From an optimization exercise on the open Yosys and OpenROAD flow, aimed at a short achievable clock period and few clock cycles; shortcuts taken in it are not production practice.
Function was checked by simulation only, so behaviour that the tests miss may differ from the original.
Power figures rest on the tool's default switching activity, not on a simulated workload.

[run.sh]
#!/bin/bash
# synth_recipe.tcl (not shown) runs the flow's synth.tcl, then flattens the netlist and writes it again
# the make line also repeats each setting of config.mk as NAME=value (left out here)
make -C /OpenROAD-flow-scripts/flow DESIGN_CONFIG=/design/flow/config.mk WORK_HOME=/design/flow/orfs CLKGATE_MAP_FILE= SYNTH_SCRIPT=/design/flow/synth_recipe.tcl finish
[config.mk]
export PLATFORM = sky130hd
export DESIGN_NAME = framer
export DESIGN_NICKNAME = framer
export VERILOG_FILES = /design/flow/design.v
export SDC_FILE = /design/flow/constraint.sdc
export NUM_CORES = 4
export LEC_CHECK = 0
export ABC_CLOCK_PERIOD_IN_PS = 4000
export CAP_MARGIN = 20
export CORE_MARGIN = 2
export CORE_UTILIZATION = 40
export SETUP_SLACK_MARGIN = 4
export SLEW_MARGIN = 20
[constraint.sdc]
create_clock -name core_clock -period 10.0 [get_ports {clk}]
set_input_delay 2.0000 -clock core_clock [delete_from_list [all_inputs] [get_ports {clk}]]
set_output_delay 2.0000 -clock core_clock [all_outputs]
set_load 0.01 [all_outputs]
[design.v]
module clz24 (
    input  wire [23:0] v,
    output reg  [4:0]  n
);
    integer k;
    always @(*) begin
        n = 5'd24;
        for (k = 0; k < 24; k = k + 1)
            if (v[k]) n = 5'd23 - k[4:0];
    end
endmodule
module rot_unit (
    input  wire        clk,
    input  wire        lda,
    input  wire        ld,
    input  wire [7:0]  din,
    input  wire [7:0]  b0, b1, b2,
    output reg  [63:0] q1,
    output wire [63:0] q2_c
);
    reg [95:0] t0l;
    always @(*) begin
        case (b0[3:0])
            4'd0: t0l = 96'h0;
            4'd1: t0l = 96'h140e92968159fb60a5;
            4'd2: t0l = 96'h281d252d02b3f6c14a;
            4'd3: t0l = 96'h3c2bb7c3840df221ef;
            4'd4: t0l = 96'h503a4a5a0567ed8294;
            4'd5: t0l = 96'h6448dcf086c1e8e339;
            4'd6: t0l = 96'h78576f87081be443de;
            4'd7: t0l = 96'h8c66021d8975dfa483;
            4'd8: t0l = 96'ha07494b40acfdb0528;
            4'd9: t0l = 96'hb483274a8c29d665cd;
            4'd10: t0l = 96'hc891b9e10d83d1c672;
            4'd11: t0l = 96'hdca04c778eddcd2717;
            4'd12: t0l = 96'hf0aedf0e1037c887bc;
            4'd13: t0l = 96'h104bd71a49191c3e861;
            4'd14: t0l = 96'h118cc043b12ebbf4906;
            4'd15: t0l = 96'h12cda96d19445baa9ab;
            default: t0l = 96'd0;
        endcase
    end
    reg [95:0] t0h;
    always @(*) begin
        case (b0[7:4])
            4'd0: t0h = 96'h0;
            4'd1: t0h = 96'h140e92968159fb60a50;
            4'd2: t0h = 96'h281d252d02b3f6c14a0;
            4'd3: t0h = 96'h3c2bb7c3840df221ef0;
            4'd4: t0h = 96'h503a4a5a0567ed82940;
            4'd5: t0h = 96'h6448dcf086c1e8e3390;
            4'd6: t0h = 96'h78576f87081be443de0;
            4'd7: t0h = 96'h8c66021d8975dfa4830;
            4'd8: t0h = 96'ha07494b40acfdb05280;
            4'd9: t0h = 96'hb483274a8c29d665cd0;
            4'd10: t0h = 96'hc891b9e10d83d1c6720;
            4'd11: t0h = 96'hdca04c778eddcd27170;
            4'd12: t0h = 96'hf0aedf0e1037c887bc0;
            4'd13: t0h = 96'h104bd71a49191c3e8610;
            4'd14: t0h = 96'h118cc043b12ebbf49060;
            4'd15: t0h = 96'h12cda96d19445baa9ab0;
            default: t0h = 96'd0;
        endcase
    end
    reg [95:0] t1l;
    always @(*) begin
        case (b1[3:0])
            4'd0: t1l = 96'h0;
            4'd1: t1l = 96'h140e92968159fb60a500;
            4'd2: t1l = 96'h281d252d02b3f6c14a00;
            4'd3: t1l = 96'h3c2bb7c3840df221ef00;
            4'd4: t1l = 96'h503a4a5a0567ed829400;
            4'd5: t1l = 96'h6448dcf086c1e8e33900;
            4'd6: t1l = 96'h78576f87081be443de00;
            4'd7: t1l = 96'h8c66021d8975dfa48300;
            4'd8: t1l = 96'ha07494b40acfdb052800;
            4'd9: t1l = 96'hb483274a8c29d665cd00;
            4'd10: t1l = 96'hc891b9e10d83d1c67200;
            4'd11: t1l = 96'hdca04c778eddcd271700;
            4'd12: t1l = 96'hf0aedf0e1037c887bc00;
            4'd13: t1l = 96'h104bd71a49191c3e86100;
            4'd14: t1l = 96'h118cc043b12ebbf490600;
            4'd15: t1l = 96'h12cda96d19445baa9ab00;
            default: t1l = 96'd0;
        endcase
    end
    reg [95:0] t1h;
    always @(*) begin
        case (b1[7:4])
            4'd0: t1h = 96'h0;
            4'd1: t1h = 96'h140e92968159fb60a5000;
            4'd2: t1h = 96'h281d252d02b3f6c14a000;
            4'd3: t1h = 96'h3c2bb7c3840df221ef000;
            4'd4: t1h = 96'h503a4a5a0567ed8294000;
            4'd5: t1h = 96'h6448dcf086c1e8e339000;
            4'd6: t1h = 96'h78576f87081be443de000;
            4'd7: t1h = 96'h8c66021d8975dfa483000;
            4'd8: t1h = 96'ha07494b40acfdb0528000;
            4'd9: t1h = 96'hb483274a8c29d665cd000;
            4'd10: t1h = 96'hc891b9e10d83d1c672000;
            4'd11: t1h = 96'hdca04c778eddcd2717000;
            4'd12: t1h = 96'hf0aedf0e1037c887bc000;
            4'd13: t1h = 96'h104bd71a49191c3e861000;
            4'd14: t1h = 96'h118cc043b12ebbf4906000;
            4'd15: t1h = 96'h12cda96d19445baa9ab000;
            default: t1h = 96'd0;
        endcase
    end
    reg [95:0] t2l;
    always @(*) begin
        case (din[3:0])
            4'd0: t2l = 96'h0;
            4'd1: t2l = 96'h140e92968159fb60a50000;
            4'd2: t2l = 96'h281d252d02b3f6c14a0000;
            4'd3: t2l = 96'h3c2bb7c3840df221ef0000;
            4'd4: t2l = 96'h503a4a5a0567ed82940000;
            4'd5: t2l = 96'h6448dcf086c1e8e3390000;
            4'd6: t2l = 96'h78576f87081be443de0000;
            4'd7: t2l = 96'h8c66021d8975dfa4830000;
            4'd8: t2l = 96'ha07494b40acfdb05280000;
            4'd9: t2l = 96'hb483274a8c29d665cd0000;
            4'd10: t2l = 96'hc891b9e10d83d1c6720000;
            4'd11: t2l = 96'hdca04c778eddcd27170000;
            4'd12: t2l = 96'hf0aedf0e1037c887bc0000;
            4'd13: t2l = 96'h104bd71a49191c3e8610000;
            4'd14: t2l = 96'h118cc043b12ebbf49060000;
            4'd15: t2l = 96'h12cda96d19445baa9ab0000;
            default: t2l = 96'd0;
        endcase
    end
    reg [95:0] t2h;
    always @(*) begin
        case (din[7:4])
            4'd0: t2h = 96'h0;
            4'd1: t2h = 96'h140e92968159fb60a500000;
            4'd2: t2h = 96'h281d252d02b3f6c14a00000;
            4'd3: t2h = 96'h3c2bb7c3840df221ef00000;
            4'd4: t2h = 96'h503a4a5a0567ed829400000;
            4'd5: t2h = 96'h6448dcf086c1e8e33900000;
            4'd6: t2h = 96'h78576f87081be443de00000;
            4'd7: t2h = 96'h8c66021d8975dfa48300000;
            4'd8: t2h = 96'ha07494b40acfdb052800000;
            4'd9: t2h = 96'hb483274a8c29d665cd00000;
            4'd10: t2h = 96'hc891b9e10d83d1c67200000;
            4'd11: t2h = 96'hdca04c778eddcd271700000;
            4'd12: t2h = 96'hf0aedf0e1037c887bc00000;
            4'd13: t2h = 96'h104bd71a49191c3e86100000;
            4'd14: t2h = 96'h118cc043b12ebbf490600000;
            4'd15: t2h = 96'h12cda96d19445baa9ab00000;
            default: t2h = 96'd0;
        endcase
    end
    wire [95:0] aa_s0_0 = t0l ^ t0h ^ t1l;
    wire [95:0] aa_m0_0 = (t0l & t0h) | (t0l & t1l) | (t0h & t1l);
    wire [95:0] aa_c0_0 = {aa_m0_0[94:0], 1'b0};
    wire [95:0] aa_s1_0 = aa_s0_0 ^ aa_c0_0 ^ t1h;
    wire [95:0] aa_m1_0 = (aa_s0_0 & aa_c0_0) | (aa_s0_0 & t1h) | (aa_c0_0 & t1h);
    wire [95:0] aa_c1_0 = {aa_m1_0[94:0], 1'b0};
    wire [95:0] ab_s0_0 = aa_s1_0 ^ aa_c1_0 ^ t2l;
    wire [95:0] ab_m0_0 = (aa_s1_0 & aa_c1_0) | (aa_s1_0 & t2l) | (aa_c1_0 & t2l);
    wire [95:0] ab_c0_0 = {ab_m0_0[94:0], 1'b0};
    wire [95:0] ab_s1_0 = ab_s0_0 ^ ab_c0_0 ^ t2h;
    wire [95:0] ab_m1_0 = (ab_s0_0 & ab_c0_0) | (ab_s0_0 & t2h) | (ab_c0_0 & t2h);
    wire [95:0] ab_c1_0 = {ab_m1_0[94:0], 1'b0};
    reg  [95:0] ap_s, ap_c;
    always @(posedge clk) begin
        if (lda) begin
            ap_s <= ab_s1_0;
            ap_c <= ab_c1_0;
        end
    end
    wire        sg  = din[7];
    wire [6:0]  cm  = din[6:0] ^ {7{sg}};      
    wire [100:0] dr_s = {5'd0, ap_s} ^ {101{sg}};
    wire [100:0] dr_c = {5'd0, ap_c} ^ {101{sg}};
    reg [100:0] hr0;
    always @(*) begin
        case ({din[7], din[3:0]})
            5'd0: hr0 = 101'h0;
            5'd1: hr0 = 101'h140e92968159fb60a5000000;
            5'd2: hr0 = 101'h281d252d02b3f6c14a000000;
            5'd3: hr0 = 101'h3c2bb7c3840df221ef000000;
            5'd4: hr0 = 101'h503a4a5a0567ed8294000000;
            5'd5: hr0 = 101'h6448dcf086c1e8e339000000;
            5'd6: hr0 = 101'h78576f87081be443de000000;
            5'd7: hr0 = 101'h8c66021d8975dfa483000000;
            5'd8: hr0 = 101'ha07494b40acfdb0528000000;
            5'd9: hr0 = 101'hb483274a8c29d665cd000000;
            5'd10: hr0 = 101'hc891b9e10d83d1c672000000;
            5'd11: hr0 = 101'hdca04c778eddcd2717000000;
            5'd12: hr0 = 101'hf0aedf0e1037c887bc000000;
            5'd13: hr0 = 101'h104bd71a49191c3e861000000;
            5'd14: hr0 = 101'h118cc043b12ebbf4906000000;
            5'd15: hr0 = 101'h12cda96d19445baa9ab000000;
            5'd16: hr0 = 101'h140e92968159fb60a50000002;
            5'd17: hr0 = 101'h12cda96d19445baa9ab000002;
            5'd18: hr0 = 101'h118cc043b12ebbf4906000002;
            5'd19: hr0 = 101'h104bd71a49191c3e861000002;
            5'd20: hr0 = 101'hf0aedf0e1037c887bc000002;
            5'd21: hr0 = 101'hdca04c778eddcd2717000002;
            5'd22: hr0 = 101'hc891b9e10d83d1c672000002;
            5'd23: hr0 = 101'hb483274a8c29d665cd000002;
            5'd24: hr0 = 101'ha07494b40acfdb0528000002;
            5'd25: hr0 = 101'h8c66021d8975dfa483000002;
            5'd26: hr0 = 101'h78576f87081be443de000002;
            5'd27: hr0 = 101'h6448dcf086c1e8e339000002;
            5'd28: hr0 = 101'h503a4a5a0567ed8294000002;
            5'd29: hr0 = 101'h3c2bb7c3840df221ef000002;
            5'd30: hr0 = 101'h281d252d02b3f6c14a000002;
            5'd31: hr0 = 101'h140e92968159fb60a5000002;
            default: hr0 = 101'd0;
        endcase
    end
    reg [100:0] hr1;
    always @(*) begin
        case (din[7:4])
            4'd0: hr1 = 101'h0;
            4'd1: hr1 = 101'h140e92968159fb60a50000000;
            4'd2: hr1 = 101'h281d252d02b3f6c14a0000000;
            4'd3: hr1 = 101'h3c2bb7c3840df221ef0000000;
            4'd4: hr1 = 101'h503a4a5a0567ed82940000000;
            4'd5: hr1 = 101'h6448dcf086c1e8e3390000000;
            4'd6: hr1 = 101'h78576f87081be443de0000000;
            4'd7: hr1 = 101'h8c66021d8975dfa4830000000;
            4'd8: hr1 = 101'h8c66021d8975dfa4830000000;
            4'd9: hr1 = 101'h78576f87081be443de0000000;
            4'd10: hr1 = 101'h6448dcf086c1e8e3390000000;
            4'd11: hr1 = 101'h503a4a5a0567ed82940000000;
            4'd12: hr1 = 101'h3c2bb7c3840df221ef0000000;
            4'd13: hr1 = 101'h281d252d02b3f6c14a0000000;
            4'd14: hr1 = 101'h140e92968159fb60a50000000;
            4'd15: hr1 = 101'h0;
            default: hr1 = 101'd0;
        endcase
    end
    wire [100:0] p_s0_0 = hr0 ^ hr1 ^ dr_s;
    wire [100:0] p_m0_0 = (hr0 & hr1) | (hr0 & dr_s) | (hr1 & dr_s);
    wire [100:0] p_c0_0 = {p_m0_0[99:0], 1'b0};
    wire [100:0] p_s1_0 = p_s0_0 ^ p_c0_0 ^ dr_c;
    wire [100:0] p_m1_0 = (p_s0_0 & p_c0_0) | (p_s0_0 & dr_c) | (p_c0_0 & dr_c);
    wire [100:0] p_c1_0 = {p_m1_0[99:0], 1'b0};
    wire [23:0] lw  = {b2, b1, b0};
    wire [23:0] nlw = 24'd0 - lw;
    wire        lwz = (lw == 24'd0);
    wire [4:0]  lzl, lzn;
    clz24 u_clzl (.v(lw),  .n(lzl));
    clz24 u_clzn (.v(nlw), .n(lzn));
    wire [7:0]  mt  = (sg && lwz) ? (8'd0 - din) : {1'b0, cm};
    reg  [5:0]  lz;
    always @(*) begin
        if (mt[7]) lz = 6'd0;
        else if (mt[6]) lz = 6'd1;
        else if (mt[5]) lz = 6'd2;
        else if (mt[4]) lz = 6'd3;
        else if (mt[3]) lz = 6'd4;
        else if (mt[2]) lz = 6'd5;
        else if (mt[1]) lz = 6'd6;
        else if (mt[0]) lz = 6'd7;
        else lz = 6'd8 + {1'b0, (sg ? lzn : lzl)};
    end
    reg  [100:0] p_s, p_c;
    reg  [4:0]   lz1;
    reg          sg1, zr1;
    always @(posedge clk) begin
        if (ld) begin
            p_s <= p_s1_0;
            p_c <= p_c1_0;
            lz1 <= lz[4:0];
            sg1 <= sg;
            zr1 <= lz[5];
        end
    end
    wire [100:0] z_sum = (p_s << lz1) + (p_c << lz1);
    reg  [55:0]  z2;
    reg  [4:0]   lz2;
    reg          sg2, zr2;
    always @(posedge clk) begin
        z2  <= z_sum[100:45];
        lz2 <= lz1;
        sg2 <= sg1;
        zr2 <= zr1;
    end
    wire        top = z2[55];
    wire [53:0] xz  = z2[55:2];
    wire        gg  = top ? z2[2] : z2[1];
    wire [54:0] xg  = {1'b0, xz} + {54'd0, gg};
    wire [53:0] m1  = top ? xg[54:1] : xg[53:0];
    wire [10:0] e1  = 11'd1041 + {10'd0, top} - {6'd0, lz2};    
    wire [10:0] e1r = e1 + {10'd0, m1[53]};
    wire [116:0] m_s0_0 = ({63'd0, xz} << 1) ^ ~({63'd0, xz} << 5) ^ ~({63'd0, xz} << 8);
    wire [116:0] m_m0_0 = (({63'd0, xz} << 1) & ~({63'd0, xz} << 5)) | (({63'd0, xz} << 1) & ~({63'd0, xz} << 8)) | (~({63'd0, xz} << 5) & ~({63'd0, xz} << 8));
    wire [116:0] m_c0_0 = {m_m0_0[115:0], 1'b0};
    wire [116:0] m_s0_3 = ~({63'd0, xz} << 10) ^ ({63'd0, xz} << 15) ^ ({63'd0, xz} << 18);
    wire [116:0] m_m0_3 = (~({63'd0, xz} << 10) & ({63'd0, xz} << 15)) | (~({63'd0, xz} << 10) & ({63'd0, xz} << 18)) | (({63'd0, xz} << 15) & ({63'd0, xz} << 18));
    wire [116:0] m_c0_3 = {m_m0_3[115:0], 1'b0};
    wire [116:0] m_s0_6 = ({63'd0, xz} << 20) ^ ~({63'd0, xz} << 25) ^ ~({63'd0, xz} << 28);
    wire [116:0] m_m0_6 = (({63'd0, xz} << 20) & ~({63'd0, xz} << 25)) | (({63'd0, xz} << 20) & ~({63'd0, xz} << 28)) | (~({63'd0, xz} << 25) & ~({63'd0, xz} << 28));
    wire [116:0] m_c0_6 = {m_m0_6[115:0], 1'b0};
    wire [116:0] m_s0_9 = ~({63'd0, xz} << 30) ^ ({63'd0, xz} << 35) ^ ({63'd0, xz} << 38);
    wire [116:0] m_m0_9 = (~({63'd0, xz} << 30) & ({63'd0, xz} << 35)) | (~({63'd0, xz} << 30) & ({63'd0, xz} << 38)) | (({63'd0, xz} << 35) & ({63'd0, xz} << 38));
    wire [116:0] m_c0_9 = {m_m0_9[115:0], 1'b0};
    wire [116:0] m_s0_12 = ({63'd0, xz} << 40) ^ ~({63'd0, xz} << 45) ^ ~({63'd0, xz} << 48);
    wire [116:0] m_m0_12 = (({63'd0, xz} << 40) & ~({63'd0, xz} << 45)) | (({63'd0, xz} << 40) & ~({63'd0, xz} << 48)) | (~({63'd0, xz} << 45) & ~({63'd0, xz} << 48));
    wire [116:0] m_c0_12 = {m_m0_12[115:0], 1'b0};
    wire [116:0] m_s0_15 = ~({63'd0, xz} << 50) ^ ({63'd0, xz} << 55) ^ ({63'd0, xz} << 58);
    wire [116:0] m_m0_15 = (~({63'd0, xz} << 50) & ({63'd0, xz} << 55)) | (~({63'd0, xz} << 50) & ({63'd0, xz} << 58)) | (({63'd0, xz} << 55) & ({63'd0, xz} << 58));
    wire [116:0] m_c0_15 = {m_m0_15[115:0], 1'b0};
    wire [116:0] m_s0_18 = ({63'd0, xz} << 60) ^ ({117{gg}} & 117'h147ae147ae147ae2) ^ 117'h9;
    wire [116:0] m_m0_18 = (({63'd0, xz} << 60) & ({117{gg}} & 117'h147ae147ae147ae2)) | (({63'd0, xz} << 60) & 117'h9) | (({117{gg}} & 117'h147ae147ae147ae2) & 117'h9);
    wire [116:0] m_c0_18 = {m_m0_18[115:0], 1'b0};
    wire [116:0] m_s1_0 = m_s0_0 ^ m_c0_0 ^ m_s0_3;
    wire [116:0] m_m1_0 = (m_s0_0 & m_c0_0) | (m_s0_0 & m_s0_3) | (m_c0_0 & m_s0_3);
    wire [116:0] m_c1_0 = {m_m1_0[115:0], 1'b0};
    wire [116:0] m_s1_3 = m_c0_3 ^ m_s0_6 ^ m_c0_6;
    wire [116:0] m_m1_3 = (m_c0_3 & m_s0_6) | (m_c0_3 & m_c0_6) | (m_s0_6 & m_c0_6);
    wire [116:0] m_c1_3 = {m_m1_3[115:0], 1'b0};
    wire [116:0] m_s1_6 = m_s0_9 ^ m_c0_9 ^ m_s0_12;
    wire [116:0] m_m1_6 = (m_s0_9 & m_c0_9) | (m_s0_9 & m_s0_12) | (m_c0_9 & m_s0_12);
    wire [116:0] m_c1_6 = {m_m1_6[115:0], 1'b0};
    wire [116:0] m_s1_9 = m_c0_12 ^ m_s0_15 ^ m_c0_15;
    wire [116:0] m_m1_9 = (m_c0_12 & m_s0_15) | (m_c0_12 & m_c0_15) | (m_s0_15 & m_c0_15);
    wire [116:0] m_c1_9 = {m_m1_9[115:0], 1'b0};
    wire [116:0] m_s2_0 = m_s1_0 ^ m_c1_0 ^ m_s1_3;
    wire [116:0] m_m2_0 = (m_s1_0 & m_c1_0) | (m_s1_0 & m_s1_3) | (m_c1_0 & m_s1_3);
    wire [116:0] m_c2_0 = {m_m2_0[115:0], 1'b0};
    wire [116:0] m_s2_3 = m_c1_3 ^ m_s1_6 ^ m_c1_6;
    wire [116:0] m_m2_3 = (m_c1_3 & m_s1_6) | (m_c1_3 & m_c1_6) | (m_s1_6 & m_c1_6);
    wire [116:0] m_c2_3 = {m_m2_3[115:0], 1'b0};
    wire [116:0] m_s2_6 = m_s1_9 ^ m_c1_9 ^ m_s0_18;
    wire [116:0] m_m2_6 = (m_s1_9 & m_c1_9) | (m_s1_9 & m_s0_18) | (m_c1_9 & m_s0_18);
    wire [116:0] m_c2_6 = {m_m2_6[115:0], 1'b0};
    wire [116:0] m_s3_0 = m_s2_0 ^ m_c2_0 ^ m_s2_3;
    wire [116:0] m_m3_0 = (m_s2_0 & m_c2_0) | (m_s2_0 & m_s2_3) | (m_c2_0 & m_s2_3);
    wire [116:0] m_c3_0 = {m_m3_0[115:0], 1'b0};
    wire [116:0] m_s3_3 = m_c2_3 ^ m_s2_6 ^ m_c2_6;
    wire [116:0] m_m3_3 = (m_c2_3 & m_s2_6) | (m_c2_3 & m_c2_6) | (m_s2_6 & m_c2_6);
    wire [116:0] m_c3_3 = {m_m3_3[115:0], 1'b0};
    wire [116:0] m_s4_0 = m_s3_0 ^ m_c3_0 ^ m_s3_3;
    wire [116:0] m_m4_0 = (m_s3_0 & m_c3_0) | (m_s3_0 & m_s3_3) | (m_c3_0 & m_s3_3);
    wire [116:0] m_c4_0 = {m_m4_0[115:0], 1'b0};
    wire [116:0] m_s5_0 = m_s4_0 ^ m_c4_0 ^ m_c3_3;
    wire [116:0] m_m5_0 = (m_s4_0 & m_c4_0) | (m_s4_0 & m_c3_3) | (m_c4_0 & m_c3_3);
    wire [116:0] m_c5_0 = {m_m5_0[115:0], 1'b0};
    wire [116:0] m_s6_0 = m_s5_0 ^ m_c5_0 ^ m_c0_18;
    wire [116:0] m_m6_0 = (m_s5_0 & m_c5_0) | (m_s5_0 & m_c0_18) | (m_c5_0 & m_c0_18);
    wire [116:0] m_c6_0 = {m_m6_0[115:0], 1'b0};
    reg  [116:0] m_s, m_c;
    reg  [10:0]  e3, e3a, e3b;      
    reg          top3, sg3, zr3;
    always @(posedge clk) begin
        q1   <= zr2 ? 64'd0 : {sg2, e1r, m1[51:0]};
        m_s  <= m_s6_0;
        m_c  <= m_c6_0;
        e3   <= e1 - 11'd7;
        e3a  <= e1 - 11'd6;
        e3b  <= e1 - 11'd5;
        top3 <= top;
        sg3  <= sg2;
        zr3  <= zr2;
    end
    wire [59:0]  sml = {1'b0, m_s[58:0]} + {1'b0, m_c[58:0]};
    wire         cl  = sml[59];
    wire [57:0]  smh = m_s[116:59] + m_c[116:59] + {57'd0, cl};
    wire [57:0]  sh9 = m_s[116:59] + m_c[116:59] + {57'd0, cl} + 58'd1;
    wire [57:0]  sh0 = m_s[116:59] + m_c[116:59] + {57'd0, cl} + 58'd2;
    wire [57:0]  sh1 = m_s[116:59] + m_c[116:59] + {57'd0, cl} + 58'd4;
    wire [116:0] sm  = {smh, sml[58:0]};
    wire [116:0] sm9 = {sh9, sml[58:0]};
    wire [116:0] sm0 = {sh0, sml[58:0]};
    wire [116:0] sm1 = {sh1, sml[58:0]};
    reg  [53:0] c9, c0, c1;
    reg  [10:0] e4, e4a, e4b;
    reg         top4, t2_4, sg4, zr4;
    always @(posedge clk) begin
        c9   <= sm9[113:60];
        c0   <= sm0[114:61];
        c1   <= sm1[115:62];
        t2_4 <= top3 ? sm[114] : sm[113];
        top4 <= top3;
        e4   <= e3;
        e4a  <= e3a;
        e4b  <= e3b;
        sg4  <= sg3;
        zr4  <= zr3;
    end
    wire [53:0] m2 = t2_4 ? (top4 ? c1 : c0) : (top4 ? c0 : c9);
    wire [10:0] e2 = (t2_4 && m2[53]) ? e4b : ((t2_4 || m2[53]) ? e4a : e4);
    assign q2_c = zr4 ? 64'd0 : {sg4, e2, m2[51:0]};
endmodule
module framer (
    input  wire        clk,
    input  wire        rst,         
    input  wire        bus_we,
    input  wire [7:0]  bus_addr,
    input  wire [31:0] bus_wdata,
    output reg  [31:0] bus_rdata,
    output wire [7:0]  tx_data,
    output wire        tx_last,
    output wire        tx_valid,
    input  wire        tx_ready
);
    localparam [5:0] R_CMD = 6'h00, R_STATUS = 6'h01, R_ERRARG = 6'h02,
                     R_CFG = 6'h03, R_RPM_L = 6'h04, R_RPM_R = 6'h05,
                     R_RXD = 6'h06, R_CKRES = 6'h07, R_M1_RPM = 6'h08,
                     R_M1_STAT = 6'h09, R_M1_POS = 6'h0A, R_M2_RPM = 6'h0B,
                     R_M2_STAT = 6'h0C, R_M2_POS = 6'h0D, R_IO1 = 6'h0E,
                     R_IO2 = 6'h0F, R_IO1_FLAGS = 6'h10, R_M1_ROT_LO = 6'h11,
                     R_M1_ROT_HI = 6'h12, R_M2_ROT_LO = 6'h13,
                     R_M2_ROT_HI = 6'h14;
    localparam [3:0] OP_ENC_INIT = 4'h1, OP_STATUS_POLL = 4'h2,
                     OP_RPM_SET = 4'h3, OP_PARSE = 4'h4, OP_CKSUM = 4'h5;
    localparam [3:0] E_RPM_RANGE = 4'd1, E_UNKNOWN_LAYOUT = 4'd2,
                     E_TRUNCATED = 4'd3, E_CHECKSUM = 4'd4, E_ILLEGAL = 4'd5;
    localparam [2:0] RDY_L14 = 3'd4, RDY_L16 = 3'd3;
    reg         busy;
    reg         ph_tx, ph_rx, ph_wait, ph_fin;
    reg         cfg_vck;
    reg  [31:0] rpm_l, rpm_r;
    reg         done, err, ign;
    reg  [3:0]  errcode, lastop;
    reg  [15:0] errarg;
    reg  [7:0]  ckres;
    reg  [1:0]  layout;
    reg  [15:0] m1_rpm, m2_rpm, io1, io2;
    reg  [7:0]  m1_stat, m2_stat;
    reg  [31:0] m1_pos, m2_pos;
    reg  [63:0] m1_rot, m2_rot;
    reg  [7:0]  txsh [0:12];
    reg  [3:0]  txrem;
    reg         txv, txl;
    reg         rx_ck;          
    reg         vck;
    reg  [7:0]  rxb [0:22];
    reg  [4:0]  rxcnt;          
    reg  [7:0]  rxsum;
    reg  [7:0]  rxlast;
    reg  [2:0]  rcnt;           
    reg  [3:0]  pend_code;
    reg  [3:0]  pend_arg;
    integer i;
    wire [5:0] widx   = bus_addr[7:2];
    wire       wr_cmd = bus_we && (widx == R_CMD);
    wire       wr_sts = bus_we && (widx == R_STATUS);
    wire       wr_cfg = bus_we && (widx == R_CFG);
    wire       wr_rl  = bus_we && (widx == R_RPM_L);
    wire       wr_rr  = bus_we && (widx == R_RPM_R);
    wire       wr_rxd = bus_we && (widx == R_RXD);
    wire [3:0] op       = bus_wdata[3:0];
    wire [7:0] rx_data  = bus_wdata[7:0];
    wire       rx_end   = bus_wdata[8];
    wire       rx_nodat = bus_wdata[9];
    wire       accept = wr_cmd && !busy;
    wire       rx_wr  = wr_rxd && ph_rx;
    wire       rx_app = rx_wr && !rx_nodat;
    wire       rx_fin = rx_wr && rx_end;
    wire l_oor = (rpm_l[31:15] != {17{rpm_l[15]}});
    wire r_oor = (rpm_r[31:15] != {17{rpm_r[15]}});
    wire [7:0] rpm_body_sum = 8'hB7 + 8'hB8 + 8'h01 + 8'hCF + 8'h07 + 8'h01
                            + rpm_l[7:0] + rpm_l[15:8] + 8'h01
                            + rpm_r[7:0] + rpm_r[15:8] + 8'h00;
    wire [7:0] rpm_ck = 8'd0 - rpm_body_sum;
    wire        psel = (rxcnt >= 5'd12);         
    wire        rld  = rx_app && (rxcnt == 5'd11 || rxcnt == 5'd18);
    wire        rlda = rx_app && (rxcnt == 5'd10 || rxcnt == 5'd17);
    wire [63:0] ru_q1, ru_q2;
    rot_unit u_rot (.clk(clk), .lda(rlda), .ld(rld), .din(rx_data),
                    .b0(psel ? rxb[15] : rxb[8]),
                    .b1(psel ? rxb[16] : rxb[9]),
                    .b2(psel ? rxb[17] : rxb[10]),
                    .q1(ru_q1), .q2_c(ru_q2));
    reg  [3:0]  rv;            
    reg  [63:0] h1_q1, h1_q2;
    always @(posedge clk) begin
        rv <= {rv[2:0], rld && !psel};
        if (rv[3]) begin
            h1_q1 <= ru_q1;
            h1_q2 <= ru_q2;
        end
    end
    wire [63:0] r1_q1 = h1_q1, r1_q2 = h1_q2, r2_q1 = ru_q1, r2_q2 = ru_q2;
    wire [5:0] n_end   = {1'b0, rxcnt} + {5'd0, !rx_nodat};
    wire [7:0] d4_end  = (rxcnt == 5'd4 && !rx_nodat) ? rx_data : rxb[4];
    wire       e_lay14 = (d4_end == 8'd14);
    wire       e_lay16 = (d4_end == 8'd16);
    wire       e_short = (n_end < 6'd5);
    wire       e_trunc = e_lay14 ? (n_end < 6'd20) : (n_end < 6'd24);
    wire       e_sumnz = rx_nodat ? (rxsum != 8'd0) : (rx_data != 8'd0 - rxsum);
    wire [7:0] e_last  = rx_nodat ? rxlast : rx_data;
    wire [7:0] e_exp   = rx_nodat ? (rxlast - rxsum) : (8'd0 - rxsum);
    wire [7:0] ck_end  = rx_nodat ? (8'd0 - rxsum) : (8'd0 - rxsum - rx_data);
    wire       s_lay14 = (rxb[4] == 8'd14);
    wire       rot_rdy = (rcnt >= (s_lay14 ? RDY_L14 : RDY_L16));
    wire       end_ok  = !rx_ck && !e_short && (e_lay14 || e_lay16) && !e_trunc
                         && !(vck && e_sumnz);
    wire       succ    = (rx_fin && end_ok && rot_rdy) || (ph_wait && rot_rdy);
    wire       tx_xfer = txv && tx_ready;
    always @(posedge clk) begin
        if (rx_app && rxcnt < 5'd23)
            rxb[rxcnt] <= rx_data;
        if (accept) begin
            case (op)
                OP_ENC_INIT: begin
                    txsh[0] <= 8'hB7; txsh[1] <= 8'hB8; txsh[2] <= 8'h01;
                    txsh[3] <= 8'h0A; txsh[4] <= 8'h01; txsh[5] <= 8'h0A;
                    txsh[6] <= 8'h7B;
                end
                OP_STATUS_POLL: begin
                    txsh[0] <= 8'hB7; txsh[1] <= 8'hB8; txsh[2] <= 8'h01;
                    txsh[3] <= 8'h04; txsh[4] <= 8'h01; txsh[5] <= 8'hD8;
                    txsh[6] <= 8'hB3;
                end
                default: begin
                    txsh[0]  <= 8'hB7;        txsh[1]  <= 8'hB8;
                    txsh[2]  <= 8'h01;        txsh[3]  <= 8'hCF;
                    txsh[4]  <= 8'h07;        txsh[5]  <= 8'h01;
                    txsh[6]  <= rpm_l[7:0];   txsh[7]  <= rpm_l[15:8];
                    txsh[8]  <= 8'h01;
                    txsh[9]  <= rpm_r[7:0];   txsh[10] <= rpm_r[15:8];
                    txsh[11] <= 8'h00;        txsh[12] <= rpm_ck;
                end
            endcase
        end else if (tx_xfer) begin
            for (i = 0; i < 12; i = i + 1)
                txsh[i] <= txsh[i + 1];
        end
        if (rst) begin
            busy      <= 1'b0;
            ph_tx     <= 1'b0;
            ph_rx     <= 1'b0;
            ph_wait   <= 1'b0;
            ph_fin    <= 1'b0;
            cfg_vck   <= 1'b0;
            rpm_l     <= 32'd0;
            rpm_r     <= 32'd0;
            done      <= 1'b0;
            err       <= 1'b0;
            ign       <= 1'b0;
            errcode   <= 4'd0;
            lastop    <= 4'd0;
            errarg    <= 16'd0;
            ckres     <= 8'd0;
            layout    <= 2'd0;
            txrem     <= 4'd0;
            txv       <= 1'b0;
            txl       <= 1'b0;
            rx_ck     <= 1'b0;
            vck       <= 1'b0;
            rxcnt     <= 5'd0;
            rxsum     <= 8'd0;
            rxlast    <= 8'd0;
            rcnt      <= 3'd0;
            pend_code <= 4'd0;
            pend_arg  <= 4'd0;
        end else begin
            if (wr_sts && bus_wdata[3])
                ign <= 1'b0;
            if (wr_cfg)
                cfg_vck <= bus_wdata[0];
            if (wr_rl)
                rpm_l <= bus_wdata;
            if (wr_rr)
                rpm_r <= bus_wdata;
            if ((wr_cmd && busy) || (wr_rxd && !ph_rx))
                ign <= 1'b1;
            if (rcnt != 3'd0 && rcnt != 3'd7)
                rcnt <= rcnt + 3'd1;
            if (accept) begin
                busy    <= 1'b1;
                done    <= 1'b0;
                err     <= 1'b0;
                errcode <= 4'd0;
                errarg  <= 16'd0;
                ckres   <= 8'd0;
                layout  <= 2'd0;
                lastop  <= op;
                rcnt    <= 3'd0;
                case (op)
                    OP_ENC_INIT, OP_STATUS_POLL: begin
                        txrem <= 4'd7;
                        txv   <= 1'b1;
                        txl   <= 1'b0;
                        ph_tx <= 1'b1;
                    end
                    OP_RPM_SET: begin
                        if (l_oor || r_oor) begin
                            pend_code <= E_RPM_RANGE;
                            pend_arg  <= {2'd0, r_oor, l_oor};
                            ph_fin    <= 1'b1;
                        end else begin
                            txrem <= 4'd13;
                            txv   <= 1'b1;
                            txl   <= 1'b0;
                            ph_tx <= 1'b1;
                        end
                    end
                    OP_PARSE, OP_CKSUM: begin
                        rx_ck  <= (op == OP_CKSUM);
                        vck    <= cfg_vck;
                        rxcnt  <= 5'd0;
                        rxsum  <= 8'd0;
                        rxlast <= 8'd0;
                        ph_rx  <= 1'b1;
                    end
                    default: begin
                        pend_code <= E_ILLEGAL;
                        pend_arg  <= op;
                        ph_fin    <= 1'b1;
                    end
                endcase
            end
            if (tx_xfer) begin
                txrem <= txrem - 4'd1;
                txl   <= (txrem == 4'd2);
                if (txrem == 4'd1) begin
                    txv   <= 1'b0;
                    ph_tx <= 1'b0;
                    busy  <= 1'b0;
                    done  <= 1'b1;
                end
            end
            if (rx_app) begin
                if (rxcnt != 5'd31)
                    rxcnt <= rxcnt + 5'd1;
                rxsum  <= rxsum + rx_data;
                rxlast <= rx_data;
                if (rxcnt == 5'd18)
                    rcnt <= 3'd1;
            end
            if (rx_fin) begin
                ph_rx <= 1'b0;
                if (rx_ck) begin
                    ckres <= ck_end;
                    busy  <= 1'b0;
                    done  <= 1'b1;
                end else if (e_short) begin
                    errcode <= E_TRUNCATED;
                    errarg  <= {10'd0, n_end};
                    err     <= 1'b1;
                    busy    <= 1'b0;
                    done    <= 1'b1;
                end else if (!e_lay14 && !e_lay16) begin
                    errcode <= E_UNKNOWN_LAYOUT;
                    errarg  <= {8'd0, d4_end};
                    err     <= 1'b1;
                    busy    <= 1'b0;
                    done    <= 1'b1;
                end else if (e_trunc) begin
                    errcode <= E_TRUNCATED;
                    errarg  <= {10'd0, n_end};
                    err     <= 1'b1;
                    busy    <= 1'b0;
                    done    <= 1'b1;
                end else if (vck && e_sumnz) begin
                    errcode <= E_CHECKSUM;
                    errarg  <= {e_exp, e_last};
                    err     <= 1'b1;
                    busy    <= 1'b0;
                    done    <= 1'b1;
                end else if (!rot_rdy) begin
                    ph_wait <= 1'b1;
                end
            end
            if (succ) begin
                ph_wait <= 1'b0;
                busy    <= 1'b0;
                done    <= 1'b1;
                layout  <= s_lay14 ? 2'd1 : 2'd2;
            end
            if (ph_fin) begin
                ph_fin  <= 1'b0;
                busy    <= 1'b0;
                done    <= 1'b1;
                err     <= 1'b1;
                errcode <= pend_code;
                errarg  <= {12'd0, pend_arg};
            end
        end
    end
    always @(posedge clk) begin
        if (ph_rx || ph_wait) begin
            m1_rpm  <= {rxb[6], rxb[5]};
            m1_stat <= rxb[7];
            m1_pos  <= {rxb[11], rxb[10], rxb[9], rxb[8]};
            m2_rpm  <= {rxb[13], rxb[12]};
            m2_stat <= rxb[14];
            m2_pos  <= {rxb[18], rxb[17], rxb[16], rxb[15]};
            io1     <= {rxb[20], rxb[19]};
            io2     <= {rxb[22], rxb[21]};
            m1_rot  <= s_lay14 ? r1_q2 : r1_q1;
            m2_rot  <= s_lay14 ? r2_q2 : r2_q1;
        end
    end
    assign tx_valid = txv;
    assign tx_data  = txsh[0];
    assign tx_last  = txl;
    wire tel_ok = (layout != 2'd0);
    wire l16_ok = layout[1];
    always @(*) begin
        case (bus_addr[7:2])
            R_STATUS:    bus_rdata = {16'd0, lastop, 2'b00, layout, errcode,
                                      ign, err, done, busy};
            R_ERRARG:    bus_rdata = {16'd0, errarg};
            R_CFG:       bus_rdata = {31'd0, cfg_vck};
            R_RPM_L:     bus_rdata = rpm_l;
            R_RPM_R:     bus_rdata = rpm_r;
            R_CKRES:     bus_rdata = {24'd0, ckres};
            R_M1_RPM:    bus_rdata = tel_ok ? {{16{m1_rpm[15]}}, m1_rpm} : 32'd0;
            R_M1_STAT:   bus_rdata = tel_ok ? {24'd0, m1_stat} : 32'd0;
            R_M1_POS:    bus_rdata = tel_ok ? m1_pos : 32'd0;
            R_M2_RPM:    bus_rdata = tel_ok ? {{16{m2_rpm[15]}}, m2_rpm} : 32'd0;
            R_M2_STAT:   bus_rdata = tel_ok ? {24'd0, m2_stat} : 32'd0;
            R_M2_POS:    bus_rdata = tel_ok ? m2_pos : 32'd0;
            R_IO1:       bus_rdata = l16_ok ? {{16{io1[15]}}, io1} : 32'd0;
            R_IO2:       bus_rdata = l16_ok ? {{16{io2[15]}}, io2} : 32'd0;
            R_IO1_FLAGS: bus_rdata = l16_ok ? {25'd0, io1[6:0]} : 32'd0;
            R_M1_ROT_LO: bus_rdata = tel_ok ? m1_rot[31:0] : 32'd0;
            R_M1_ROT_HI: bus_rdata = tel_ok ? m1_rot[63:32] : 32'd0;
            R_M2_ROT_LO: bus_rdata = tel_ok ? m2_rot[31:0] : 32'd0;
            R_M2_ROT_HI: bus_rdata = tel_ok ? m2_rot[63:32] : 32'd0;
            default:     bus_rdata = 32'd0;    
        endcase
    end
endmodule
==> results.cfg, run 1 <==
[layout]
areaGrowthSynthToFinish_pct = 13.3
multiInputGateArea_um2 = 75300
layout_commonest_cell = inv_1
nets = 13900
layout.cells.most_common_list = inv_1 (1541), nand2_1 (1166), fa_1 (1132)
drive_above_1_share = 0.132
sequential_cell_area_um2 = 45600
fillers = 29500

[global_route]
grt_overflow = 0
grt_first_pass_wirelength_um = 613000
globalRouteTotalUtil = 0.260
number_of_antenna_violations_at_the_first_check_in_global_routing = 8
number_of_global_route_vias_before_repair = 89600
grt_max_degree = 165

[power]
comb_power_share = 0.067
vdd_ir_drop_max_v = 0.000136
switching_power_w = 0.00383
clkPwrFrac = 0.458
cellPowerDensity_nw_per_um2 = 114
power_report.internal_total_w = 0.0124
leakage_power_summed_over_all_cells_nw = 59.9
proportion_of_total_power_due_to_net_switching = 0.235
power.share.sequential = 0.475
finalPower_w = 0.0163

[synth]
netlist_instances = 11900
edff_count_synth = 1015
synth_async_sr_flop_share = 0
synthDistinctLibCells = 109
ys.warnings.count = 4
post_synth_design_cell_area_um2 = 127000
synthesis.area_per_instance_um2 = 10.7
count_of_state_elements_after_synthesis = 1767
synth_top_area_frac = 0.241
synth_top_flop_cell = edfxtp_1
cell_types_occupying_the_most_area_after_synthesis = edfxtp_1 (24%), fa_1 (18%), dfxtp_1 (12%), ha_1 (7.1%), inv_1 (4.6%)
synth_top_area_cell = edfxtp_1
number_of_nets_in_the_synthesized_netlist = 13800
yosysSeqAreaShare = 0.360

[sta]
setup_repair_after_global_routing_missed_its_margin = true
min_period_over_period = 0.661
finalWorstSetupSlack_ps = 3390
final-max-slew-violation-count = 0
slew-limit-headroom = 0.130
achievable-frequency_ghz = 0.151
setup_viol = 0
timing_worst_slew_pin_value_ps = 1300
fin_setup_tns_ps = 0
timing.final.hold_violations = 0
skew_ps = 114
period_needed_ps = 6610

[detailed_routing]
drt_wl_total_um = 431000
drt_pass1_iterations = 10
vias = 92400
wl_per_cell_um = 26.4
met1_routed_wirelength_after_detailed_routing_um = 179000
wl_met2_um = 192000
met3RoutedLength_um = 41200
routed.top_layer = met5
residual_drc = 0
iter_0_drt_violations = 11000
routed_via_density = 5.66
detail-route-antenna-nets = 0

[cts]
htree_levels = 4
clock_insertion_delay_worst_skew_ps = 900
clkSlewWorstSetupHoldPaths_ps = 60
numCtsBuffers = 194
ctsLongestPathBuffers = 4
clockRootBuffer = clkbuf_16
clkSinkCount = 1767
cts_tree = yes

[floorplan]
coreArea_um2 = 315000
floorplan.die_area_um2 = 321000
floorplan.initialDensity = 0.402
ios = 86
die_h_um = 566
die_width_um = 566
row_count = 206

[min_path]
timing.hold.worst.class = reg2reg

[critical_path]
critPathCaptureType = register
cp_data_arrival_time_ps = 7320
cp-start-kind = register
critical_path_class = reg2reg
critical_path_required_ps = 10710
critPathMaxFanout = 8

[run]
max-cap-violations = 0

[placement]
gp_routability_congestion = 1.03
portBuffers = 83
dp_worst_setup_slack_ps = 2240
dp_hpwl_um = 335000

[status]
outcome = complete, no violations
metal layers:
layer	up-vias	GRT usage
li1	41000	-
met1	46400	0.359
met2	4270	0.401
met3	777	0.0522
met4	2	0.101
met5	-	0
cell type report:
| type | count | share of cell area |
|---|---|---|
| Multi-Input combinational cell | 7979 | 0.525 |
| Antenna cell | 7 | 0.000122 |
| Timing Repair Buffer | 506 | 0.0333 |
| Sequential cell | 1767 | 0.318 |
| Inverter | 1562 | 0.0411 |
| Clock buffer | 260 | 0.0388 |
| Tap cell | 4160 | 0.0363 |
| Clock inverter | 96 | 0.00727 |
stage by stage:
stage,instance area (um2),util,cells,hold WS (ps)
after global routing,143000,0.455,16300,315
final,143000,0.455,16300,315
after CTS,141000,0.449,16200,298
after global placement,132000,0.420,15700,310
after floorplan,127000,-,11900,310
after detailed placement,132000,0.420,15700,312
repair_timing:
| action | 4_1_cts | 5_1_grt |
|---|---|---|
| setup buffers | 126 | 110 |
| endpoints found under the setup margin | 477 | 341 |
| gates cloned | 8 | 5 |
| hold endpoints to repair | 0 | 0 |
| hold buffers | 0 | 0 |
| pin swaps | 135 | 155 |
| resized for setup | 457 | 264 |
cells by family (layout without fill, tap and decap cells):
kind of cell	count (synthesis)	after routing	synth area share
adders and majority gates	1851	1851	0.250
xor gates and xnor gates	604	604	0.0422
AOI/OAI and AO/OA	1944	1944	0.0999
and+or+nand+nor	2827	2829	0.102
DFF	1767	1767	0.360
buffers and inverters	2133	2424	0.0635
muxes	751	751	0.0823
other	0	7	0
power groups by stage:
stage | clock, W | sequential (W) | combinational, W
after floorplan | 0 | 0.00790 | 0.000532
after global placement | 0 | 0.00790 | 0.00104
after detailed placement | 0 | 0.00790 | 0.00105
after CTS | 0.00755 | 0.00774 | 0.00107
after global routing | 0.00781 | 0.00774 | 0.00115
final | 0.00745 | 0.00774 | 0.00109
state kept, by name, indices dropped and copies added, names as in the netlist, 32 cells and up:
| name | cells |
|---|---|
| u_rot.ap_c | 82 |
| m2_rot | 64 |
| u_rot.p_c | 100 |
| h1_q1 | 64 |
| u_rot.c9 | 53 |
| txsh | 104 |
| rpm_l | 32 |
| rpm_r | 32 |
| m1_rot | 64 |
| u_rot.p_s | 101 |
| u_rot.c1 | 53 |
| h1_q2 | 64 |
| u_rot.c0 | 53 |
| u_rot.ap_s | 93 |
| m1_pos | 32 |
| rxb | 152 |
| m2_pos | 32 |
| u_rot.z2 | 55 |
| u_rot.q1 | 64 |
| u_rot.m_s | 112 |
| u_rot.m_c | 112 |
Yosys cell counts (331+ instances only):
| cell type | n |
|---|---|
| mux2i_1 | 359 |
| a21oi_1 | 584 |
| nor2_1 | 653 |
| xnor2_1 | 361 |
| clkbuf_1 | 463 |
| nand2_1 | 1183 |
| edfxtp_1 | 1015 |
| dfxtp_1 | 752 |
| inv_1 | 1552 |
| fa_1 | 1134 |
| o21ai_0 | 331 |
| ha_1 | 714 |
path summary, 6_finish.rpt:
| kind | from | to | slack [ps] | cells past startpoint |
|---|---|---|---|---|
| setup / recovery | u_rot.m_c[5]$_DFF_P_ | u_rot.c1[53]$_DFF_P_ | 3390 | 26 |
| hold / removal | u_rot.zr1$_SDFFCE_PP0P_ | u_rot.zr2$_DFF_P_ | 310 | 0 |
| hold reg to reg | u_rot.zr1$_SDFFCE_PP0P_ | u_rot.zr2$_DFF_P_ | 310 | 0 |
| setup reg to reg | u_rot.m_c[5]$_DFF_P_ | u_rot.c1[53]$_DFF_P_ | 3390 | 26 |
critical path, stage by stage, from the launching register on:
cell and delay, ps:
dfxtp_1 350, ha_4 200, a31o_2 190, a21o_1 180, a21o_1 150, a21o_1 150, a21o_1 180, a21o_1 150
a21o_1 190, a21oi_2 120, o311a_1 200, or3_1 120, o211ai_1 270, fa_2 610, inv_2 100, fa_2 240
nor2b_4 50, o31a_1 330, o21a_1 220, or3_4 430, a21oi_4 210, xnor2_4 170, and4_4 300, nand4_1 170
or4_4 580, or4_4 490, xnor2_1 130
Testbench counts, summed over its fixed seeds: cycles 14,157.
==> run 2: changes to the inputs <==
--- a/design.v
+++ b/design.v
@@ -289,22 +289,22 @@
     wire [10:0] e1r = e1 + {10'd0, m1[53]};
-    wire [116:0] m_s0_0 = ({63'd0, xz} << 1) ^ ~({63'd0, xz} << 5) ^ ~({63'd0, xz} << 8);
-    wire [116:0] m_m0_0 = (({63'd0, xz} << 1) & ~({63'd0, xz} << 5)) | (({63'd0, xz} << 1) & ~({63'd0, xz} << 8)) | (~({63'd0, xz} << 5) & ~({63'd0, xz} << 8));
+    wire [116:0] m_s0_0 = (({63'd0, xz} << 1) & 117'h1fffffffffffffffffc00000000000) ^ (~({63'd0, xz} << 5) & 117'h1fffffffffffffffffc00000000000) ^ (~({63'd0, xz} << 8) & 117'h1fffffffffffffffffc00000000000);
+    wire [116:0] m_m0_0 = ((({63'd0, xz} << 1) & 117'h1fffffffffffffffffc00000000000) & (~({63'd0, xz} << 5) & 117'h1fffffffffffffffffc00000000000)) | ((({63'd0, xz} << 1) & 117'h1fffffffffffffffffc00000000000) & (~({63'd0, xz} << 8) & 117'h1fffffffffffffffffc00000000000)) | ((~({63'd0, xz} << 5) & 117'h1fffffffffffffffffc00000000000) & (~({63'd0, xz} << 8) & 117'h1fffffffffffffffffc00000000000));
     wire [116:0] m_c0_0 = {m_m0_0[115:0], 1'b0};
-    wire [116:0] m_s0_3 = ~({63'd0, xz} << 10) ^ ({63'd0, xz} << 15) ^ ({63'd0, xz} << 18);
-    wire [116:0] m_m0_3 = (~({63'd0, xz} << 10) & ({63'd0, xz} << 15)) | (~({63'd0, xz} << 10) & ({63'd0, xz} << 18)) | (({63'd0, xz} << 15) & ({63'd0, xz} << 18));
+    wire [116:0] m_s0_3 = (~({63'd0, xz} << 10) & 117'h1fffffffffffffffffc00000000000) ^ (({63'd0, xz} << 15) & 117'h1fffffffffffffffffc00000000000) ^ (({63'd0, xz} << 18) & 117'h1fffffffffffffffffc00000000000);
+    wire [116:0] m_m0_3 = ((~({63'd0, xz} << 10) & 117'h1fffffffffffffffffc00000000000) & (({63'd0, xz} << 15) & 117'h1fffffffffffffffffc00000000000)) | ((~({63'd0, xz} << 10) & 117'h1fffffffffffffffffc00000000000) & (({63'd0, xz} << 18) & 117'h1fffffffffffffffffc00000000000)) | ((({63'd0, xz} << 15) & 117'h1fffffffffffffffffc00000000000) & (({63'd0, xz} << 18) & 117'h1fffffffffffffffffc00000000000));
     wire [116:0] m_c0_3 = {m_m0_3[115:0], 1'b0};
-    wire [116:0] m_s0_6 = ({63'd0, xz} << 20) ^ ~({63'd0, xz} << 25) ^ ~({63'd0, xz} << 28);
-    wire [116:0] m_m0_6 = (({63'd0, xz} << 20) & ~({63'd0, xz} << 25)) | (({63'd0, xz} << 20) & ~({63'd0, xz} << 28)) | (~({63'd0, xz} << 25) & ~({63'd0, xz} << 28));
+    wire [116:0] m_s0_6 = (({63'd0, xz} << 20) & 117'h1fffffffffffffffffc00000000000) ^ (~({63'd0, xz} << 25) & 117'h1fffffffffffffffffc00000000000) ^ (~({63'd0, xz} << 28) & 117'h1fffffffffffffffffc00000000000);
+    wire [116:0] m_m0_6 = ((({63'd0, xz} << 20) & 117'h1fffffffffffffffffc00000000000) & (~({63'd0, xz} << 25) & 117'h1fffffffffffffffffc00000000000)) | ((({63'd0, xz} << 20) & 117'h1fffffffffffffffffc00000000000) & (~({63'd0, xz} << 28) & 117'h1fffffffffffffffffc00000000000)) | ((~({63'd0, xz} << 25) & 117'h1fffffffffffffffffc00000000000) & (~({63'd0, xz} << 28) & 117'h1fffffffffffffffffc00000000000));
     wire [116:0] m_c0_6 = {m_m0_6[115:0], 1'b0};
-    wire [116:0] m_s0_9 = ~({63'd0, xz} << 30) ^ ({63'd0, xz} << 35) ^ ({63'd0, xz} << 38);
-    wire [116:0] m_m0_9 = (~({63'd0, xz} << 30) & ({63'd0, xz} << 35)) | (~({63'd0, xz} << 30) & ({63'd0, xz} << 38)) | (({63'd0, xz} << 35) & ({63'd0, xz} << 38));
+    wire [116:0] m_s0_9 = (~({63'd0, xz} << 30) & 117'h1fffffffffffffffffc00000000000) ^ (({63'd0, xz} << 35) & 117'h1fffffffffffffffffc00000000000) ^ (({63'd0, xz} << 38) & 117'h1fffffffffffffffffc00000000000);
+    wire [116:0] m_m0_9 = ((~({63'd0, xz} << 30) & 117'h1fffffffffffffffffc00000000000) & (({63'd0, xz} << 35) & 117'h1fffffffffffffffffc00000000000)) | ((~({63'd0, xz} << 30) & 117'h1fffffffffffffffffc00000000000) & (({63'd0, xz} << 38) & 117'h1fffffffffffffffffc00000000000)) | ((({63'd0, xz} << 35) & 117'h1fffffffffffffffffc00000000000) & (({63'd0, xz} << 38) & 117'h1fffffffffffffffffc00000000000));
     wire [116:0] m_c0_9 = {m_m0_9[115:0], 1'b0};
-    wire [116:0] m_s0_12 = ({63'd0, xz} << 40) ^ ~({63'd0, xz} << 45) ^ ~({63'd0, xz} << 48);
-    wire [116:0] m_m0_12 = (({63'd0, xz} << 40) & ~({63'd0, xz} << 45)) | (({63'd0, xz} << 40) & ~({63'd0, xz} << 48)) | (~({63'd0, xz} << 45) & ~({63'd0, xz} << 48));
+    wire [116:0] m_s0_12 = (({63'd0, xz} << 40) & 117'h1fffffffffffffffffc00000000000) ^ (~({63'd0, xz} << 45) & 117'h1fffffffffffffffffc00000000000) ^ (~({63'd0, xz} << 48) & 117'h1fffffffffffffffffc00000000000);
+    wire [116:0] m_m0_12 = ((({63'd0, xz} << 40) & 117'h1fffffffffffffffffc00000000000) & (~({63'd0, xz} << 45) & 117'h1fffffffffffffffffc00000000000)) | ((({63'd0, xz} << 40) & 117'h1fffffffffffffffffc00000000000) & (~({63'd0, xz} << 48) & 117'h1fffffffffffffffffc00000000000)) | ((~({63'd0, xz} << 45) & 117'h1fffffffffffffffffc00000000000) & (~({63'd0, xz} << 48) & 117'h1fffffffffffffffffc00000000000));
     wire [116:0] m_c0_12 = {m_m0_12[115:0], 1'b0};
-    wire [116:0] m_s0_15 = ~({63'd0, xz} << 50) ^ ({63'd0, xz} << 55) ^ ({63'd0, xz} << 58);
-    wire [116:0] m_m0_15 = (~({63'd0, xz} << 50) & ({63'd0, xz} << 55)) | (~({63'd0, xz} << 50) & ({63'd0, xz} << 58)) | (({63'd0, xz} << 55) & ({63'd0, xz} << 58));
+    wire [116:0] m_s0_15 = (~({63'd0, xz} << 50) & 117'h1fffffffffffffffffc00000000000) ^ (({63'd0, xz} << 55) & 117'h1fffffffffffffffffc00000000000) ^ (({63'd0, xz} << 58) & 117'h1fffffffffffffffffc00000000000);
+    wire [116:0] m_m0_15 = ((~({63'd0, xz} << 50) & 117'h1fffffffffffffffffc00000000000) & (({63'd0, xz} << 55) & 117'h1fffffffffffffffffc00000000000)) | ((~({63'd0, xz} << 50) & 117'h1fffffffffffffffffc00000000000) & (({63'd0, xz} << 58) & 117'h1fffffffffffffffffc00000000000)) | ((({63'd0, xz} << 55) & 117'h1fffffffffffffffffc00000000000) & (({63'd0, xz} << 58) & 117'h1fffffffffffffffffc00000000000));
     wire [116:0] m_c0_15 = {m_m0_15[115:0], 1'b0};
-    wire [116:0] m_s0_18 = ({63'd0, xz} << 60) ^ ({117{gg}} & 117'h147ae147ae147ae2) ^ 117'h9;
-    wire [116:0] m_m0_18 = (({63'd0, xz} << 60) & ({117{gg}} & 117'h147ae147ae147ae2)) | (({63'd0, xz} << 60) & 117'h9) | (({117{gg}} & 117'h147ae147ae147ae2) & 117'h9);
+    wire [116:0] m_s0_18 = (({63'd0, xz} << 60) & 117'h1fffffffffffffffffc00000000000) ^ ({117{gg}} & 117'h147ac00000000000) ^ 117'h5400000000000;
+    wire [116:0] m_m0_18 = ((({63'd0, xz} << 60) & 117'h1fffffffffffffffffc00000000000) & ({117{gg}} & 117'h147ac00000000000)) | ((({63'd0, xz} << 60) & 117'h1fffffffffffffffffc00000000000) & 117'h5400000000000) | (({117{gg}} & 117'h147ac00000000000) & 117'h5400000000000);
     wire [116:0] m_c0_18 = {m_m0_18[115:0], 1'b0};
@@ -360,29 +360,11 @@
     end
-    wire [59:0]  sml = {1'b0, m_s[58:0]} + {1'b0, m_c[58:0]};
-    wire         cl  = sml[59];
-    wire [57:0]  smh = m_s[116:59] + m_c[116:59] + {57'd0, cl};
-    wire [57:0]  sh9 = m_s[116:59] + m_c[116:59] + {57'd0, cl} + 58'd1;
-    wire [57:0]  sh0 = m_s[116:59] + m_c[116:59] + {57'd0, cl} + 58'd2;
-    wire [57:0]  sh1 = m_s[116:59] + m_c[116:59] + {57'd0, cl} + 58'd4;
-    wire [116:0] sm  = {smh, sml[58:0]};
-    wire [116:0] sm9 = {sh9, sml[58:0]};
-    wire [116:0] sm0 = {sh0, sml[58:0]};
-    wire [116:0] sm1 = {sh1, sml[58:0]};
-    reg  [53:0] c9, c0, c1;
-    reg  [10:0] e4, e4a, e4b;
-    reg         top4, t2_4, sg4, zr4;
-    always @(posedge clk) begin
-        c9   <= sm9[113:60];
-        c0   <= sm0[114:61];
-        c1   <= sm1[115:62];
-        t2_4 <= top3 ? sm[114] : sm[113];
-        top4 <= top3;
-        e4   <= e3;
-        e4a  <= e3a;
-        e4b  <= e3b;
-        sg4  <= sg3;
-        zr4  <= zr3;
-    end
-    wire [53:0] m2 = t2_4 ? (top4 ? c1 : c0) : (top4 ? c0 : c9);
-    wire [10:0] e2 = (t2_4 && m2[53]) ? e4b : ((t2_4 || m2[53]) ? e4a : e4);
+    wire [70:0] sm = m_s[116:46] + m_c[116:46];
+    wire [55:0] w4  = top3 ? sm[68:13] : sm[67:12];
+    wire [10:0] e4 = e3, e4a = e3a, e4b = e3b;
+    wire        sg4 = sg3, zr4 = zr3;
+    wire        top2 = w4[55];
+    wire [53:0] ma   = {1'b0, w4[55:3]} + {53'd0, w4[2]};
+    wire [53:0] mb   = {1'b0, w4[54:2]} + {53'd0, w4[1]};
+    wire [53:0] m2   = top2 ? ma : mb;
+    wire [10:0] e2 = (top2 && m2[53]) ? e4b : ((top2 || m2[53]) ? e4a : e4);
     assign q2_c = zr4 ? 64'd0 : {sg4, e2, m2[51:0]};
@@ -413,3 +395,3 @@
                      E_TRUNCATED = 4'd3, E_CHECKSUM = 4'd4, E_ILLEGAL = 4'd5;
-    localparam [2:0] RDY_L14 = 3'd4, RDY_L16 = 3'd3;
+    localparam [2:0] RDY_L14 = 3'd3, RDY_L16 = 3'd3;
     reg         busy;
@@ -470,7 +452,7 @@
                     .q1(ru_q1), .q2_c(ru_q2));
-    reg  [3:0]  rv;            
+    reg  [2:0]  rv;            
     reg  [63:0] h1_q1, h1_q2;
     always @(posedge clk) begin
-        rv <= {rv[2:0], rld && !psel};
-        if (rv[3]) begin
+        rv <= {rv[1:0], rld && !psel};
+        if (rv[2]) begin
             h1_q1 <= ru_q1;
==> results.cfg, run 2 <==
[detailed_routing]
drt_wl_total_um = 407000
residual_drc = 0
detail-route-antenna-nets = 0
iter_0_drt_violations = 10100
vias = 84000
routed_via_density = 5.83
drt_pass1_iterations = 9
wl_per_cell_um = 28.2

[critical_path]
cp_slowest_cell = a221oi_4
cp_cell_sequence = buf_8 -> nand2b_4 -> or3_4 -> nor3b_4 -> buf_6 -> buf_12 -> buf_16 -> a222oi_1 -> nand3_1 -> a221oi_4 -> nor2b_2 -> o21ai_2 -> nand3_1 -> buf_2
worst_r2r_path_depth = 15
critical_path.reg2reg.endpoint = u_rot.ap_c[64]$_DFFE_PP_
critical_path_required_ps = 8000
cp-start-kind = primary input
critPathMaxFanout = 4
r2r-start = rxcnt[3]$_SDFF_PP0_
critical_path_class = in2out
critPathCaptureType = output pin
crit_top_cell = nand3_1
cp_data_arrival_time_ps = 4120
regToRegSetupSlack_ps = 4030
max_stage_delay_ps = 310
critical-path-top-delay-family = compound AO/OA/AOI/OAI gates
path_buf_inv = 5

[layout]
layout_commonest_cell = inv_1
max_flop_register = rxb
largest_register_ffs = 152
nets = 12000
areaGrowthSynthToFinish_pct = 11.0
drive_above_1_share = 0.115
finish.cell_count_without_fillers = 14400
layout.cells.most_common_list = inv_1 (1277), nand2_1 (1078), edfxtp_1 (1015)
reg.largest.list = rxb x152, txsh x104, u_rot.p_s x101

[run]
max-cap-violations = 0

[synth]
cell_with_the_most_instances_after_synthesis = inv_1
synth_async_sr_flop_share = 0
cell_types_occupying_the_most_area_after_synthesis = edfxtp_1 (28%), fa_1 (16%), dfxtp_1 (8.4%), ha_1 (6.0%), inv_1 (4.4%)
ys.warnings.count = 4
synth_top_area_frac = 0.275
synthTopCellsByCount = inv_1 (1286), nand2_1 (1080), edfxtp_1 (1015)
synthDistinctLibCells = 102
count_of_state_elements_after_synthesis = 1481
edff_count_synth = 1015
netlist_instances = 10600
synthesis.area_per_instance_um2 = 10.4
yosysSeqAreaShare = 0.360
synth_top_flop_cell = edfxtp_1
synth_top_area_cell = edfxtp_1
post_synth_design_cell_area_um2 = 111000
number_of_nets_in_the_synthesized_netlist = 12100

[min_path]
min_to = rv[2]$_DFF_P_
whs_path_depth = 0
timing.hold.worst.class = reg2reg
hold_path_startpoint = rv[1]$_DFF_P_

[placement]
gp_routability_congestion = 1.03
numPlacedInstances = 14000
dp_hpwl_um = 322000
portBuffers = 83

[sta]
skew_ps = 63.6
setup_repair_after_global_routing_missed_its_margin = true
slew-limit-headroom = 0.131
timing.final.hold_violations = 0
setup_viol = 0
achievable-frequency_ghz = 0.163
timing_worst_slew_pin_value_ps = 1270
min_period_over_period = 0.612
period_needed_ps = 6120
fin_setup_tns_ps = 0
final-max-slew-violation-count = 0
whs_ps = 335

[global_route]
grt_util_met1 = 0.378
number_of_antenna_violations_at_the_first_check_in_global_routing = 17
number_of_global_route_vias_before_repair = 82200
grt_max_degree = 151
grt_first_pass_wirelength_um = 577000
globalRouteTotalUtil = 0.283
globalRouteMet3Util = 0.0464
grt_util_met2 = 0.450
grt_overflow = 0
top_usage_layer = met2

[floorplan]
coreArea_um2 = 276000
floorplan.initialDensity = 0.401
floorplan.die_area_um2 = 281000
ios = 86
row_count = 193
die_width_um = 530
die_h_um = 530

[cts]
numCtsBuffers = 158
cts_tree = yes
hold_buffers = 0
clockRootBuffer = clkbuf_16
htree_levels = 4
clock_insertion_delay_worst_skew_ps = 830
ctsLongestPathBuffers = 3
clkSinkCount = 1481
clkSlewWorstSetupHoldPaths_ps = 60

[power]
cellPowerDensity_nw_per_um2 = 112
leakage_power_summed_over_all_cells_nw = 50.2
vdd_ir_drop_max_v = 0.000186

[status]
outcome = complete, no violations
==> run 2: cell count changes after synthesis, moves of 103 or more <==
cell	before	now
fa_1	1134	888
inv_1	1552	1286
dfxtp_1	752	466
ha_1	714	534
a211oi_1	184	78
xnor2_1	361	256
nand2_1	1183	1080
==> run 2: cell type report <==
| class | count | area, um2 |
|---|---|---|
| fillers | 26000 | 153000 |
| multi-input cells | 7315 | 65100 |
| flip-flops and latches | 1481 | 39800 |
| inverters | 1294 | 4920 |
| well taps | 3705 | 4640 |
| clock buffers | 211 | 4410 |
| repair buffers | 312 | 2970 |
| clock inverters | 83 | 1000 |
| diodes | 12 | 30.0 |
| repair inverters | 2 | 13.8 |
==> run 2: per-stage QoR <==
step	worst slack [ps]	power (W)	cell area [um2]	util
6_report	3880	0.0137	123000	0.446
2_1_floorplan	2450	0.00722	111000	-
3_3_place_gp	2250	0.00771	116000	0.419
3_5_place_dp	2260	0.00773	116000	0.419
4_1_cts	3790	0.0138	122000	0.443
5_1_grt	3770	0.0141	123000	0.445
==> run 2: cells by family after synthesis <==
kind of cell,share of synthesized area
AND/OR/NAND/NOR,0.111
flip-flops,0.360
AO/OA/AOI/OAI,0.114
adder cells (fa/ha/maj),0.221
multiplexers,0.0933
buffers and inverters,0.0622
XOR/XNOR,0.0382
==> run 2: worst max-delay path by stage <==
stage,start,to,slack (ps),cells past startpoint
floorplan,bus_addr[2],u_rot.ap_c[10]$_DFFE_PP_,2450,7
global placement,bus_addr[4],bus_rdata[3],2250,11
detailed placement,bus_addr[4],bus_rdata[3],2260,11
CTS,bus_addr[7],bus_rdata[0],3790,13
global route,bus_addr[7],bus_rdata[0],3770,14
finish,bus_addr[7],bus_rdata[0],3880,14
==> run 2: worst register-to-register path, cell delays in order (launching register included) <==
cell	delay [ps]
dfxtp_1	500
a21oi_4	230
buf_12	290
mux2i_1	440
buf_4	320
clkinvlp_4	550
ha_1	570
nor2_1	220
a21oi_1	80
o22ai_1	520
buf_4	280
inv_1	130
fa_1	490
inv_1	90
fa_1	490
fa_1	460
==> run 2: metal layers <==
layer,wire (um),part of all wire
met3,32900,0.081
met2,186000,0.46
met1,166000,0.41
met4,22100,0.054
met5,86,0.00021
==> run 2: what timing repair did <==
action,in CTS,in global routing
gates resized for setup,333,113
buffers inserted,48,22
hold endpoints to repair,0,0
endpoints found under the setup margin,399,273
cloned,6,4
pin swaps,59,42
==> run 2: power by group <==
part           switching [W]  internal, W  total (W)
Sequential        0.00000901      0.00658    0.00659
Clock                0.00266      0.00345    0.00610
Combinational       0.000690     0.000349    0.00104
Testbench counts of run 2, summed over its fixed seeds: cycles 13,975.

[separate check: timing with driven ports]
The results above use ideal ports. As a check the final layouts listed here were re-extracted and re-timed, cells and wires unchanged.
Step 1 assumes that a clkbuf_16 drives the clock port and a buf_2 every other input.
Step 2 moves the port delays by t, midway between the first and last clock arrival at a register: inputs arrive t later, outputs are due t later. That takes back most of the time a late clock gives input paths.
Slacks: ideal ports / drivers / drivers and shift; pairs: ideal ports / drivers.
run	t, ns	slack for setup (ns)	cell pins on the clock port's net
run 1	0.952	3.386 / 3.386 / 3.185	1
run 2	0.914	3.878 / 3.827 / 3.299	1
After both steps every run listed still meets setup and hold. The setup slack of run 2, which loses most, moves by -0.051 ns with the drivers and by -0.579 ns with both steps.
